What follows belongs to an exercise in optimizing a design on an open flow for small area, a short achievable clock period and few clock cycles per item; a production flow would make more cautious choices. In this exercise RTL edits were held to simulation tests only and were not proved equivalent to the original.

== run A ==
## bq_cascade
module bq_cascade (
    input  wire        clk,
    input  wire        rst,
    input  wire        cfg_we,
    input  wire [4:0]  cfg_addr,
    input  wire [31:0] cfg_wdata,
    output reg  [31:0] cfg_rdata,
    input  wire        in_valid,
    output wire        in_ready,
    input  wire [31:0] in_data,
    output reg         out_valid,
    output wire [31:0] out_data,
    output wire        busy
);
Size in the first run: ~9700 cells after synthesis, roughly 140 I/O pins, ~86000 sq um of cells after synthesis.
==> flow/config.mk <==
export PLATFORM = sky130hd
export DESIGN_NAME = bq_cascade
export DESIGN_NICKNAME = bq_cascade
export VERILOG_FILES = /design/flow/design.v
export SDC_FILE = /design/flow/constraint.sdc
export NUM_CORES = 4
export LEC_CHECK = 0
export ABC_AREA = 1
export CAP_MARGIN = 20
export CORE_MARGIN = 2
export CORE_UTILIZATION = 62
export SLEW_MARGIN = 20
==> flow/constraint.sdc <==
create_clock -name core_clock -period 22.0 [get_ports {clk}]
set_input_delay 4.4000 -clock core_clock [delete_from_list [all_inputs] [get_ports {clk}]]
set_output_delay 4.4000 -clock core_clock [all_outputs]
set_load 0.01 [all_outputs]
standard.sh (not shown) runs the stock make flow with config.mk's settings and CLKGATE_MAP_FILE= SYNTH_SCRIPT=/design/flow/synth_recipe.tcl, a recipe that flattens the netlist after the stock synthesis.
==> flow/flow/run.sh <==
#!/bin/bash
set -euo pipefail
bash standard.sh \
  SETUP_SLACK_MARGIN=11 \
  "BUFFER_PORTS_ARGS=-buffer_cell sky130_fd_sc_hd__buf_2" \
  "CTS_ARGS=-sink_clustering_enable -repair_clock_nets -dont_use_dummy_load -buf_list sky130_fd_sc_hd__clkbuf_8" \
  finish > flow_make.log 2>&1
Testbench counts of run A, summed over its fixed seeds: cycles 55,852, items 4,096.
The following lists how run B was set up differently from run A:
Settings: changing CORE_UTILIZATION from 62 to 55.
--- a/flow/flow/run.sh
+++ b/flow/flow/run.sh
@@ -6 +6 @@
-  "CTS_ARGS=-sink_clustering_enable -repair_clock_nets -dont_use_dummy_load -buf_list sky130_fd_sc_hd__clkbuf_8" \
+  "CTS_ARGS=-sink_clustering_enable -repair_clock_nets -dont_use_dummy_load -buf_list sky130_fd_sc_hd__clkbuf_4" \
--- outcome ---
Re deepest level of the CTS H-tree: run B is 1 up on run A. Delta (run B minus run A): wire length of the first global-routing pass went up 1.3%; layout overhead on the synthesized area saw an increase; starting density of the core -6.9 points; share of the clock period used by the worst path after layout lower. Going from run A to run B, the worst-path maximum fanout was found to have gone up by 4. [compare] base=run A new=run B: utilization saw a decrease.
Here is what was changed in the inputs of run C compared with run B.
--- a/flow/flow/run.sh
+++ b/flow/flow/run.sh
@@ -6 +6 @@
-  "CTS_ARGS=-sink_clustering_enable -repair_clock_nets -dont_use_dummy_load -buf_list sky130_fd_sc_hd__clkbuf_4" \
+  "CTS_ARGS=-sink_clustering_enable -repair_clock_nets -dont_use_dummy_load -buf_list sky130_fd_sc_hd__clkbuf_8" \
Findings:
Multi-input gate share of total cell area across run C and run B: no real change. The lower growth of design area from synthesis to finish came out of run B. From run C to run B, proportion of synthesized flip-flops having asynchronous set or reset did not move at all. Cell with the biggest individual delay on the critical path = sky130_fd_sc_hd__nor4_4: run B; cell with the biggest individual delay on the critical path = sky130_fd_sc_hd__a21oi_4: run C.
[inputs] run D vs run C
Settings: an added CTS_BUF_LIST of sky130_fd_sc_hd__clkbuf_8.
--- a/flow/flow/run.sh
+++ b/flow/flow/run.sh
@@ -6 +6 @@
-  "CTS_ARGS=-sink_clustering_enable -repair_clock_nets -dont_use_dummy_load -buf_list sky130_fd_sc_hd__clkbuf_8" \
+  "CTS_ARGS=-sink_clustering_enable -repair_clock_nets -dont_use_dummy_load" \
--- outcome ---
Changes observed in run D relative to run C: initial antenna violation count now sits lower, number of buffer and inverter stages on the critical path now sits higher, top fanout value on the critical path went down 11.
Post-synthesis to final-layout area growth: run D > run C
On post-route minimum period, run C loses to run D.
Of the two values seen for endpoint of the worst setup timing path, cfg_rdata[31] was produced by run D and cfg_rdata[8] by run C.
Run D vs. run C: minimum setup slack in the final design went up by 3.5 ps.
Routed wire length delta (run D -> run C): insignificant

========
bq_cascade, a different RTL version from the one above (not shown whole).
Size: roughly 1300 flip-flops, about 140 I/O pins, roughly 0.088 sq mm of cells after synthesis.
==> flow/design.v (excerpt) <==
module bq_cascade (
    input  wire        clk,
    input  wire        rst,
    input  wire        cfg_we,
    input  wire [4:0]  cfg_addr,
    input  wire [31:0] cfg_wdata,
    output reg  [31:0] cfg_rdata,
    input  wire        in_valid,
    output wire        in_ready,
    input  wire [31:0] in_data,
    output reg         out_valid,
    output wire [31:0] out_data,
    output wire        busy
);
clock: 22.0 ns
lec_check: 0
abc_area: 1
cap_margin: 20
core_margin: 2
core_utilization: 55
cts_buf_list: sky130_fd_sc_hd__clkbuf_8
slew_margin: 20
==> flow/flow/run.sh <==
#!/bin/bash
set -euo pipefail
bash standard.sh \
  SETUP_SLACK_MARGIN=10.6 \
  "BUFFER_PORTS_ARGS=-buffer_cell sky130_fd_sc_hd__buf_2" \
  "CTS_ARGS=-sink_clustering_enable -repair_clock_nets -dont_use_dummy_load" \
  finish > flow_make.log 2>&1
Testbench counts at the start, summed over its fixed seeds: cycles 55,852, items 4,096.
==> next run, changes <==
==> flow/flow/run.sh (replaced) <==
#!/bin/bash
set -euo pipefail
bash standard.sh \
  SETUP_SLACK_MARGIN=11 \
  "BUFFER_PORTS_ARGS=-buffer_cell sky130_fd_sc_hd__buf_2" \
  "CTS_ARGS=-sink_clustering_enable -repair_clock_nets -dont_use_dummy_load" \
  finish > flow_make.log 2>&1
- setup slack improved by 0.30 ns
- register-to-register slack got worse by 0.11 ns
- area after synthesis does not change
- final cell count is higher slightly
- flip-flop and latch count does not change
- utilization is higher by 1.2 points
- via count is higher slightly
- maximum frequency is higher by a few percent
- die area does not change

==> port drivers added, routing unchanged <==
In the flow no input, the clock included, has a driving cell. The finished layouts below were timed again as built, in two steps.
Step 1 sets driving cells, clkbuf_16 on the clock port and buf_2 on the other inputs (assumed; they add their load-dependent delay and slew).
Step 2 moves the port delays by t, midway between the first and last clock arrival at a register: inputs arrive t later, outputs are due t later. That takes back most of the time a late clock gives input paths.
a / b / c = no drivers / after step 1 / after step 2; a / b = the first two.
run | shift t [ns] | slack for setup (ns) | worst hold slack (ns) | worst setup path at the end | worst register clock-pin slew, ns
run A | 1.000 | 10.643 / 10.618 / 10.618 | 0.320 / 0.320 / 0.320 | input to output | 0.08 / 0.08
run B | 1.377 | 10.723 / 10.686 / 10.686 | 0.310 / 0.310 / 0.310 | input to output | 0.08 / 0.08
run C | 0.990 | 10.759 / 10.706 / 10.706 | 0.326 / 0.326 / 0.326 | input to output | 0.07 / 0.07
run D | 0.857 | 10.762 / 10.710 / 10.710 | 0.326 / 0.326 / 0.326 | input to output | 0.07 / 0.07
the first run of note 2 | 0.859 | 10.501 / 10.438 / 10.438 | 0.321 / 0.321 / 0.321 | input to output | 0.07 / 0.07
the second run of note 2 | 0.869 | 10.806 / 10.700 / 10.700 | 0.320 / 0.320 / 0.320 | input to output | 0.07 / 0.07
After both steps every run listed still meets setup and hold. The setup slack of the second run of note 2, which loses most, moves by -0.106 ns with the drivers and by -0.106 ns with both steps.
